This is an optimization exercise on Yosys and OpenROAD, whose aim is small area, a short achievable clock period and few clock cycles per item, not a production implementation. Where RTL was checked, it was by simulation tests only, not by an equivalence proof against the original. Power is estimated from default activity; no workload was simulated.

## run 1
## sio_ctrl
module sio_ctrl (
    input  wire        clk,
    input  wire        rst,           
    input  wire        req_valid,
    output wire        req_ready,
    input  wire [35:0] req_word,      
    output wire        rsp_valid,
    output wire [15:0] rsp_data,
    output wire        rsp_refused,
    output wire [1:0]  rsp_mode,
    output wire [1:0]  rsp_tmode,
    output wire        rsp_sock,
    output wire        ev_valid,
    input  wire        ev_ready,
    output wire [4:0]  ev_kind,
    output wire [47:0] ev_data,
    input  wire        ev_ok,
    input  wire [15:0] ev_rdata
);
    localparam [3:0] OP_WRCNT   = 4'h1,
                     OP_WSIOCNT = 4'h2,
                     OP_WDATA   = 4'h3,
                     OP_RDATA   = 4'h4,
                     OP_WOTHER  = 4'h5,
                     OP_RESET   = 4'h8,
                     OP_SETDRV  = 4'h9,
                     OP_DESTROY = 4'hA;
    localparam [1:0] T_IDLE = 2'd0, T_PARSE = 2'd1, T_SEND = 2'd2, T_RECV = 2'd3;
    localparam CAP_INIT = 0, CAP_DEINIT = 1, CAP_LOAD = 2, CAP_UNLOAD = 3, CAP_WREG = 4;
    localparam [4:0] EV_ATTACH        = 5'd1,
                     EV_INIT          = 5'd2,
                     EV_DEINIT        = 5'd3,
                     EV_LOAD          = 5'd4,
  ...
Size in the first run: about 1300 cells after synthesis, about 140 I/O pins, roughly 0.012 sq mm of cells after synthesis.
export LEC_CHECK = 0
export ABC_AREA = 1
export CAP_MARGIN = 20
export CORE_MARGIN = 2
export CORE_UTILIZATION = 40
export CTS_CLUSTER_DIAMETER = 80
export CTS_CLUSTER_SIZE = 25
export PLACE_DENSITY = 0.6
export SETUP_SLACK_MARGIN = 3.0
export SLEW_MARGIN = 20
export TNS_END_PERCENT = 0
create_clock -name core_clock -period 6.0 [get_ports {clk}]
standard.sh (not shown) runs the stock make flow with config.mk's settings and CLKGATE_MAP_FILE= SYNTH_SCRIPT=/design/flow/synth_recipe.tcl, a recipe that flattens the netlist after the stock synthesis.
==> flow/flow/run.sh <==
#!/bin/bash
# Standard layout, with the port buffers made from the smallest buffer cell
# (repair_timing and repair_design upsize them where timing needs it).
set -euo pipefail
export BUFFER_PORTS_ARGS="-buffer_cell sky130_fd_sc_hd__buf_1"
bash standard.sh > standard_flow.log 2>&1
Testbench counts of run 1, summed over its fixed seeds: cycles 26,843, items 25,959.
Input-level comparison between run 2 and run 1:
--- a/flow/design.v
+++ b/flow/design.v
@@ -54,18 +54,19 @@
     reg  [7:0]  b1, b2, b3, b4, b5, b6;
     reg  [15:0] len;
     reg         sock;
     reg  [15:0] sock_h;
     reg         r_valid;
     reg  [15:0] r_aux;
     reg  [15:0] r_data;
     reg  [6:0]  ev_list;        
     reg         rv_noev;        
+    reg         rdy_base;       
     reg         rv_last;        
     reg         rv_lasti;       
     reg         r_init;         
     reg         r_fail;         
     reg         r_refused;
     reg         r_conn;         
     reg         r_sd;           
     reg         r_dnz;          
     reg         r_mop;          
@@ -84,19 +85,19 @@
     reg         ev_udh;         
     reg         ev_us;          
     reg         ev_uh;          
     reg         ev_uc;          
     reg         ev_uv;          
     reg         ev_uo;          
     wire fin  = rv_noev | (ev_ready & (rv_last | (rv_lasti & ev_ok)));
     wire xfer = ev_v & ev_ready;
     assign rsp_valid = fin;
-    assign req_ready = ~r_valid | fin;
+    assign req_ready = rdy_base | (ev_ready & (rv_last | (rv_lasti & ev_ok)));
     wire take = req_valid & req_ready;
     assign ev_valid = ev_v;
     assign ev_kind  = ev_k;
     wire [15:0] drv_sel = ({16{ev_e[0]}} & drv0) | ({16{ev_e[1]}} & drv1) | ({16{ev_e[2]}} & drv2);
     assign ev_data[7:0]   = drv_sel[7:0] | ({8{ev_udl}} & r_data[7:0]) | ({8{ev_us}} & sock_h[7:0]) |
                             ({8{ev_uh}} & b2) | {7'h0, ev_uc};
     assign ev_data[15:8]  = drv_sel[15:8] | ({8{ev_udh}} & r_data[15:8]) | ({8{ev_us}} & sock_h[15:8]) |
                             ({8{ev_uh}} & b1);
     assign ev_data[31:16] = ({16{ev_uv}} & r_data) | ({16{ev_uh}} & {b5, b6}) | ({16{ev_uc}} & 16'h7F00);
@@ -303,18 +304,19 @@
     end endgenerate
     wire        b_take = take & g3;
     wire        cnt56  = (g3 & t_send) | (g4 & t_recv);
     wire [1:0]  en56   = {2{cnt56}} |
                          ({2{g3}} & (is_fe ? {2{t_pend & dr_s}} : w_b[6:5]));
     always @(posedge clk) begin
         if (rst) begin
             r_valid <= 1'b0;
             rv_noev <= 1'b0;
+            rdy_base <= 1'b1;
             rv_last <= 1'b0;
             rv_lasti <= 1'b0;
             ev_v    <= 1'b0;
             r_fail  <= 1'b0;
             r_conn  <= 1'b0;
             r_sd    <= 1'b0;
             rc      <= 2'b10;
             s12     <= 1'b0;
             alive   <= 1'b1;
@@ -330,18 +332,19 @@
             end
             if (fin & commit) begin
                 if (r_k[0]) cap0 <= ncaps;
                 if (r_k[1]) cap1 <= ncaps;
                 if (r_k[2]) cap2 <= ncaps;
             end
             if (take) begin
                 r_valid <= 1'b1;
                 rv_noev <= ~(|q_list);
+                rdy_base <= ~(|q_list);
                 rv_last <= (|q_list) & qf_last;
                 rv_lasti <= 1'b0;
                 ev_v    <= |q_list;
                 r_fail  <= 1'b0;
                 r_conn  <= g3 & d_conn;
                 r_sd    <= g9 & ~sd_bad;
                 rc  <= nrc;
                 s12 <= ns12;
                 if (gA) begin
@@ -364,24 +367,26 @@
                         T_SEND:  if (rem_last) tmode <= T_IDLE;
                         default: ;
                     endcase
                 end
                 if (g4 & t_recv & rem_last)
                     tmode <= T_IDLE;
             end else if (fin) begin
                 r_valid <= 1'b0;
                 rv_noev <= 1'b0;
+                rdy_base <= 1'b1;
                 rv_last <= 1'b0;
                 rv_lasti <= 1'b0;
                 ev_v    <= 1'b0;
             end else if (xfer) begin
                 ev_v <= |rest;
                 rv_noev <= ~(|rest);
+                rdy_base <= ~(|rest);
                 rv_last <= (|rest) & nx_last & ~nx_init;
                 rv_lasti <= nx_last & nx_init;
                 if (r_init & ~ev_ok)
                     r_fail <= 1'b1;
             end
         end
     end
     always @(posedge clk) begin
         if (fin & r_conn & ev_ok)
Results
Run 2 went all the way through the flow, and no timing, DRC or antenna check failed.
Run 2 ended up with a higher worst stage delay on the critical path than run 1 did.
Going from run 1 to run 2, via count +129, post-route worst setup slack -0.066 ns.
Number of signal-net inverters in the final layout grows by more than 10% when moving from run 1 to run 2.
Between run 1 and run 2, synthesized cell count increased.
Going from run 1 to run 2, switching power total fell by 19 uW; combinational power fell about 3%; horizontal die dimension rose about 0.8%.
Compared to run 1, run 2 reaches a lower achievable clock.
Relative to run 1, sequential cell count increased by about 0.43% in run 2.
Looking at share of power burned in combinational logic, run 2 sits 0.4 points below run 1.
Summary — worst hold slack, run 2 relative to run 1: lower, by 0.0080 ns.
Looking at number of clock-tree buffers in the layout, run 2 sits below run 1.
No functional check of the RTL was part of run 2.

---

== S ==
sio_ctrl, a different RTL version from the one above (not shown whole).
For scale: about 1,300 cells after synthesis, ~140 I/O pins, ~12,000 sq um of cells after synthesis.
clock: 6.0 ns
lec_check: 0
abc_area: 1
cap_margin: 20
core_margin: 2
core_utilization: 40
cts_cluster_size: 20
place_density: 0.6
setup_slack_margin: 3.0
slew_margin: 20
Scripts as last shown in full above: flow/flow/run.sh
Testbench counts of S, summed over its fixed seeds: cycles 26,843, items 25,959.
Setup changes, S to Q
--- a/flow/design.v
+++ b/flow/design.v
@@ -291,14 +291,24 @@
             if (nx[1]) begin nx_kind = EV_DEINIT; nx_e = 3'b001; end
             if (nx[2]) begin nx_kind = EV_DEINIT; nx_e = 3'b010; end
             if (nx[3]) begin nx_kind = EV_DEINIT; nx_e = 3'b100; end
             if (nx[4]) begin nx_kind = EV_SOCK_CLOSE; nx_us = 1'b1; end
         end
     end
     wire [15:0] rem_dec = {b6, b5} - 16'd1;
+    wire        t_parse = (tmode == T_PARSE);
+    wire [6:1]  w_b;                  
+    genvar gi;
+    generate for (gi = 1; gi <= 6; gi = gi + 1) begin : g_wb
+        assign w_b[gi] = t_parse & (cursor == gi);
+    end endgenerate
+    wire        b_take = take & g3;
+    wire        cnt56  = (g3 & t_send) | (g4 & t_recv);
+    wire [1:0]  en56   = {2{cnt56}} |
+                         ({2{g3}} & (is_fe ? {2{t_pend & dr_s}} : w_b[6:5]));
     always @(posedge clk) begin
         if (rst) begin
             r_valid <= 1'b0;
             rv_noev <= 1'b0;
             rv_last <= 1'b0;
             rv_lasti <= 1'b0;
             ev_v    <= 1'b0;
@@ -430,20 +440,15 @@
                         code   <= q_b[2:0];
                         cursor <= 8'd1;
                     end
                 end else if (~is_fe)
                     cursor <= cursor + 8'd1;
             end
         end
-        if (take & g3 & (tmode == T_PARSE) & ~c0 & ~is_fe) begin
-            if (cursor == 8'd1) b1 <= q_b;
-            if (cursor == 8'd2) b2 <= q_b;
-            if (cursor == 8'd3) b3 <= q_b;
-            if (cursor == 8'd4) b4 <= q_b;
-            if (cursor == 8'd5) b5 <= q_b;
-            if (cursor == 8'd6) b6 <= q_b;
-        end else if (take & g3 & d_recv)
-            {b6, b5} <= len;
-        else if (take & ((g3 & t_send) | (g4 & t_recv)))
-            {b6, b5} <= rem_dec;
+        if (b_take & ~is_fe & w_b[1]) b1 <= q_b;
+        if (b_take & ~is_fe & w_b[2]) b2 <= q_b;
+        if (b_take & ~is_fe & w_b[3]) b3 <= q_b;
+        if (b_take & ~is_fe & w_b[4]) b4 <= q_b;
+        if (take & en56[0]) b5 <= t_parse ? (is_fe ? len[7:0]  : q_b) : rem_dec[7:0];
+        if (take & en56[1]) b6 <= t_parse ? (is_fe ? len[15:8] : q_b) : rem_dec[15:8];
     end
 endmodule
Findings:
- S -> Q: shortest clock period the worst path allows after layout flat
- On Q: largest net degree at the start of global routing is 3 higher than what S gave.
- S and Q ended up with nearly the same core occupancy in the finished layout.
- Count of placed standard cells including taps for Q: about 0.9% down relative to S
- Per the comparison of Q with S, power has decreased; via count dropped 135; adder and majority cell fraction of the synthesized area held; number of filler instances in the final layout down about 1.5%; post-synthesis instance total moved down.
- In the flow results for S and Q, the area of the mapped netlist is smaller on Q.
- Setup slack of S is on par with Q.
- Between S and Q, the flow reports power consumed by combinational cells decreasing by a few percent.
Testbench counts of Q, summed over its fixed seeds: cycles 26,843, items 25,959.

-- what the ideal ports hide --
In the flow no input, the clock included, has a driving cell. The finished layouts below were timed again as built, in two steps.
Step 1: set_driving_cell puts a clkbuf_16 on clk and a buf_2 on each other input, an assumption about the parent block.
Step 2 moves the port delays by t, midway between the first and last clock arrival at a register: inputs arrive t later, outputs are due t later. That takes back most of the time a late clock gives input paths.
Slacks: ideal ports / drivers / drivers and shift; pairs: ideal ports / drivers.
run | t, ns | slack for setup (ns) | worst setup path at the end | clock arrival spread, ns | worst slew at a driven data input, ns
run 1 | 0.554 | 2.915 / 2.897 / 2.573 | input to register | 0.018 / 0.017 | 0.06
run 2 | 0.549 | 2.849 / 2.800 / 2.458 | input to register | 0.025 / 0.026 | 0.06
S | 0.595 | 2.929 / 2.890 / 2.494 | input to register | 0.015 / 0.015 | 0.07
Q | 0.609 | 2.929 / 2.888 / 2.533 | input to register | 0.022 / 0.021 | 0.05
After both steps every run listed still meets setup and hold. For S, which loses most, drivers alone change the setup slack by -0.039 ns; drivers and shift together by -0.435 ns.
